This design comes from an exercise in tuning for small area, a short achievable clock period and few clock cycles per item on the open sky130 flow, not from production work.
At most, simulation tests tie the RTL to the original design; equivalence was not proved.
No activity file was given, so power comes from the tool's default toggle rates.

Setup of the previous run:
==> module chirp_radar_ranger, before the edit <==
module chirp_radar_ranger (
    input  wire        clk,
    input  wire        rst,
    input  wire        key_valid,
    input  wire [7:0]  key_char,
    input  wire        in_valid,
    output wire        in_ready,
    input  wire [15:0] mic,
    input  wire [31:0] now,
    output reg         out_valid,
    input  wire        out_ready,
    output wire [15:0] out_left,
    output reg         out_last,
    output reg         ev_valid,
    output reg         ev_kind,       
    output reg  [7:0]  ev_char,
    output wire [5:0]  ev_index,
    output reg  [13:0] ev_dist,       
    output wire [27:0] ev_amp
);
    localparam N          = 64;
    localparam R          = 16;
    localparam [23:0] TX_PERIOD_HI = 24'd1;    
    reg        rdy;             
    reg  [5:0] icnt;            
    assign in_ready = rdy;
    wire acc = in_valid && rdy;
    reg        v0;
    reg [15:0] mic0;
    reg [31:0] now0;
    reg        k0v;
    reg  [7:0] k0c;
    reg        key_pend;
    reg  [7:0] key_q;
    reg [31:0] next_tx;
    reg        armed;           
    reg  [5:0] zero_off;
    reg        blk_tx;          
    reg        blk_det;         
    reg        busy;            
    reg        recal_q;         
    reg        warn_q;          
    reg  [3:0] tail;            
    reg        tail_act;        
    reg        rep_v;           
    reg  [6:0] rep_rel;         
    wire first0 = (icnt == 6'd1);
    wire last0  = (icnt == 6'd0);
    wire lagok0 = (icnt >= R) || (icnt == 6'd0);      
    wire step   = v0 && first0;
    wire fired   = (now0 >= next_tx);
    wire det_now = armed && !fired;
    wire is_r    = (key_q == 8'h72);
    wire       tx_now  = step ? fired : blk_tx;
    reg  [7:0] chirp_n;         
    always @(*) begin
        case (icnt[3:0])
            4'd0:  chirp_n = 8'sd0;     4'd1:  chirp_n = 8'sd39;    4'd2:  chirp_n = 8'sd87;
            4'd3:  chirp_n = 8'sd119;   4'd4:  chirp_n = 8'sd92;    4'd5:  chirp_n = -8'sd9;
            4'd6:  chirp_n = -8'sd112;  4'd7:  chirp_n = -8'sd75;   4'd8:  chirp_n = 8'sd82;
            4'd9:  chirp_n = 8'sd86;    4'd10: chirp_n = -8'sd97;   4'd11: chirp_n = -8'sd35;
            4'd12: chirp_n = 8'sd118;   4'd13: chirp_n = -8'sd89;   4'd14: chirp_n = 8'sd8;
            default: chirp_n = 8'sd63;
        endcase
    end
    wire [7:0] left_nx = (tx_now && icnt < R) ? chirp_n : 8'd0;
    wire       last_nx = (icnt == N - 1);
    reg  [7:0] left_q;
    reg  [7:0] sk_left;
    reg        sk_last;
    assign out_left = {{8{left_q[7]}}, left_q};
    wire main_free = !out_valid || out_ready;
    always @(posedge clk) begin
        if (rst) begin
            rdy       <= 1'b0;
            out_valid <= 1'b0;
            icnt      <= 6'd0;
        end else begin
            rdy <= 1'b1;
            if (!rdy) begin
                if (main_free && out_valid) begin
                    left_q   <= sk_left;
                    out_last <= sk_last;
                end else if (out_valid) begin
                    rdy <= 1'b0;
                end
            end else if (acc) begin
                icnt <= icnt + 6'd1;
                if (main_free) begin
                    out_valid <= 1'b1;
                    left_q    <= left_nx;
                    out_last  <= last_nx;
                end else begin
                    sk_left <= left_nx;
                    sk_last <= last_nx;
                    rdy     <= 1'b0;
                end
            end else if (main_free) begin
                out_valid <= 1'b0;
            end
        end
    end
    always @(posedge clk) begin
        if (rst) begin
            v0  <= 1'b0;
            k0v <= 1'b0;
        end else begin
            v0  <= acc;
            k0v <= key_valid;
        end
        k0c  <= key_char;
        mic0 <= tail_nx ? 16'd0 : mic;
        now0 <= now;
    end
    wire        c_done;
    wire [5:0]  c_idx;
    wire [27:0] c_amp;
    wire        in_tail = tail_act;
    wire        tail_go = v0 && last0 && blk_det;
    wire        tail_nx = tail_go || (tail_act && tail != 4'd1);
    wire        c_shift = (v0 && (first0 || blk_det)) || in_tail;
    wire        c_lag   = (v0 && !first0 && blk_det && lagok0) || in_tail;
    wire        c_first = !in_tail && (icnt == R);
    wire        c_last  = (tail == 4'd1);
    assign ev_index = c_idx;
    assign ev_amp   = c_amp;
    chirp_correlator u_corr (
        .clk       (clk),
        .rst       (rst),
        .shift_en  (c_shift),
        .x         (mic0),
        .lag_v     (c_lag),
        .lag_first (c_first),
        .lag_last  (c_last),
        .done      (c_done),
        .best_idx  (c_idx),
        .best_amp  (c_amp)
    );
    always @(posedge clk) begin
        if (rst) begin
            key_pend  <= 1'b0;
            key_q     <= 8'd0;
            next_tx   <= 32'd0;
            armed     <= 1'b0;
            zero_off  <= 6'd0;
            blk_tx    <= 1'b0;
            blk_det   <= 1'b0;
            busy      <= 1'b0;
            recal_q   <= 1'b0;
            warn_q    <= 1'b0;
            tail      <= 4'd0;
            tail_act  <= 1'b0;
            rep_v     <= 1'b0;
            ev_valid  <= 1'b0;
        end else begin
            ev_valid <= 1'b0;
            rep_v    <= 1'b0;
            if (step) begin
                blk_tx  <= fired;
                blk_det <= det_now;
                armed   <= fired;
                if (fired)
                    next_tx <= {now0[31:8] + TX_PERIOD_HI, now0[7:0]};
                if (det_now)
                    busy <= 1'b1;
                if (key_pend && !is_r) begin
                    ev_char <= key_q;
                    if (busy)
                        warn_q <= 1'b1;
                    else begin
                        ev_valid <= 1'b1;
                        ev_kind  <= 1'b0;
                    end
                end
                if (key_pend && is_r) begin
                    if ((busy && !rep_v) || det_now)
                        recal_q <= 1'b1;
                    else
                        zero_off <= c_idx;
                end
            end
            tail_act <= tail_nx;
            if (tail_go)
                tail <= R - 1;
            else if (in_tail)
                tail <= tail - 4'd1;
            if (c_done) begin
                rep_v   <= 1'b1;
                rep_rel <= {1'b0, c_idx} - {1'b0, zero_off};
            end
            if (rep_v) begin
                busy      <= 1'b0;
                ev_valid  <= 1'b1;
                ev_kind   <= 1'b1;
                ev_dist   <= {{7{rep_rel[6]}}, rep_rel} * 14'd85;
                if (recal_q) begin
                    zero_off <= c_idx;
                    recal_q  <= 1'b0;
                end
            end
            if (warn_q && !busy) begin
                ev_valid <= 1'b1;
                ev_kind  <= 1'b0;
                warn_q   <= 1'b0;
            end
            if (k0v) begin
                key_pend <= 1'b1;
                key_q    <= k0c;
            end else if (step) begin
                key_pend <= 1'b0;
            end
        end
    end
endmodule
export LEC_CHECK = 0
export CAP_MARGIN = 20
export CORE_MARGIN = 2
export CORE_UTILIZATION = 40
export SLEW_MARGIN = 20
export SYNTH_HIERARCHICAL = 1
create_clock -name core_clock -period 13.0 [get_ports {clk}]
standard.sh (not shown) runs the stock make flow with config.mk's settings and CLKGATE_MAP_FILE= SYNTH_SCRIPT=/design/flow/synth_recipe.tcl, a recipe that flattens the netlist after the stock synthesis.
==> flow/flow/run.sh <==
#!/bin/bash
# The standard layout (the standard.sh: standard synthesis, floorplan,
# placement, CTS, routing) at the design's clock period and constraints,
# with the resizer's setup repair asked to leave a margin of slack so that
# it works the paths down towards the period the design can reach.
set -euo pipefail
MARGIN=$(cat flow/margin.txt)
bash standard.sh SETUP_SLACK_MARGIN=$MARGIN finish > standard_make.log 2>&1
==> flow/flow/margin.txt <==
9.3
Testbench counts of the previous run, summed over its fixed seeds: cycles 32,776, items 32,768.
What the current run does differently from the previous run at the input level:
--- a/flow/design.v
+++ b/flow/design.v
@@ -983,14 +983,12 @@
     reg        blk_det;         
     reg        busy;            
     reg        recal_q;         
     reg        warn_q;          
     reg  [3:0] tail;            
     reg        tail_act;        
-    reg        rep_v;           
-    reg  [6:0] rep_rel;         
     wire first0 = (icnt == 6'd1);
     wire last0  = (icnt == 6'd0);
     wire lagok0 = (icnt >= R) || (icnt == 6'd0);      
     wire step   = v0 && first0;
     wire fired   = (now0 >= next_tx);
     wire det_now = armed && !fired;
@@ -1065,12 +1063,14 @@
     wire        c_shift = (v0 && (first0 || blk_det)) || in_tail;
     wire        c_lag   = (v0 && !first0 && blk_det && lagok0) || in_tail;
     wire        c_first = !in_tail && (icnt == R);
     wire        c_last  = (tail == 4'd1);
     assign ev_index = c_idx;
     assign ev_amp   = c_amp;
+    wire [6:0]  rel   = {1'b0, c_idx} - {1'b0, zero_off};
+    wire [13:0] rel14 = {{7{rel[6]}}, rel};
     chirp_correlator u_corr (
         .clk       (clk),
         .rst       (rst),
         .shift_en  (c_shift),
         .x         (mic0),
         .lag_v     (c_lag),
@@ -1091,17 +1091,15 @@
             blk_det   <= 1'b0;
             busy      <= 1'b0;
             recal_q   <= 1'b0;
             warn_q    <= 1'b0;
             tail      <= 4'd0;
             tail_act  <= 1'b0;
-            rep_v     <= 1'b0;
             ev_valid  <= 1'b0;
         end else begin
             ev_valid <= 1'b0;
-            rep_v    <= 1'b0;
             if (step) begin
                 blk_tx  <= fired;
                 blk_det <= det_now;
                 armed   <= fired;
                 if (fired)
                     next_tx <= {now0[31:8] + TX_PERIOD_HI, now0[7:0]};
@@ -1114,32 +1112,28 @@
                     else begin
                         ev_valid <= 1'b1;
                         ev_kind  <= 1'b0;
                     end
                 end
                 if (key_pend && is_r) begin
-                    if ((busy && !rep_v) || det_now)
+                    if ((busy && !c_done) || det_now)
                         recal_q <= 1'b1;
                     else
                         zero_off <= c_idx;
                 end
             end
             tail_act <= tail_nx;
             if (tail_go)
                 tail <= R - 1;
             else if (in_tail)
                 tail <= tail - 4'd1;
             if (c_done) begin
-                rep_v   <= 1'b1;
-                rep_rel <= {1'b0, c_idx} - {1'b0, zero_off};
-            end
-            if (rep_v) begin
                 busy      <= 1'b0;
                 ev_valid  <= 1'b1;
                 ev_kind   <= 1'b1;
-                ev_dist   <= {{7{rep_rel[6]}}, rep_rel} * 14'd85;
+                ev_dist   <= rel14 * 14'd85;
                 if (recal_q) begin
                     zero_off <= c_idx;
                     recal_q  <= 1'b0;
                 end
             end
             if (warn_q && !busy) begin
==> notes.md <==
- The current run: all stages complete, timing, DRC and antenna checks passed
- The current run vs. the previous run: leakage power now sits higher, core utilization now sits higher.
- The current run vs the previous run: number of CTS-inserted buffers down by a few percent
- Against the previous run, wire length in the current run rose slightly.
- Diff the previous run -> the current run: first-pass GRT wire length rose about 1.8%; clock buffer count fell 0.96%; met3 wirelength from detailed routing went up by 1.6%; met1 track utilization from global routing went up 1.3 points; post-route cell area increased about 0.5%.
- The current run against the previous run: arrival time reported for the critical path endpoint increased 3.35 ns, number of diodes added for antenna fixing fell 2, highest fanout seen on the critical path went down by 3.
No functional check of the RTL was part of the current run.

-- afterwards: timing with drivers on the ports --
The flow's constraints put no driver on any port. The routed layouts listed below were extracted and timed again, unchanged, in two steps. Step 1 assumes that a clkbuf_16 drives the clock port and a buf_2 every other input. Step 2 moves the port delays by t, midway between the first and last clock arrival at a register: inputs arrive t later, outputs are due t later. That takes back most of the time a late clock gives input paths. a / b / c = ideal / step 1 / step 2; a / b = the first two.
run | shift t [ns] | setup WS [ns] | worst setup path after step 2 | worst register clock-pin slew, ns | pins driven straight from the clock port
the previous run | 0.689 | 9.106 / 9.034 / 8.754 | input to register | 0.07 / 0.07 | 1
the current run | 0.677 | 8.734 / 8.734 / 8.734 | register to register | 0.07 / 0.07 | 1
After both steps setup and hold are still met in every run listed. The setup slack of the previous run, which loses most, moves by -0.072 ns with the drivers and by -0.352 ns with both steps.
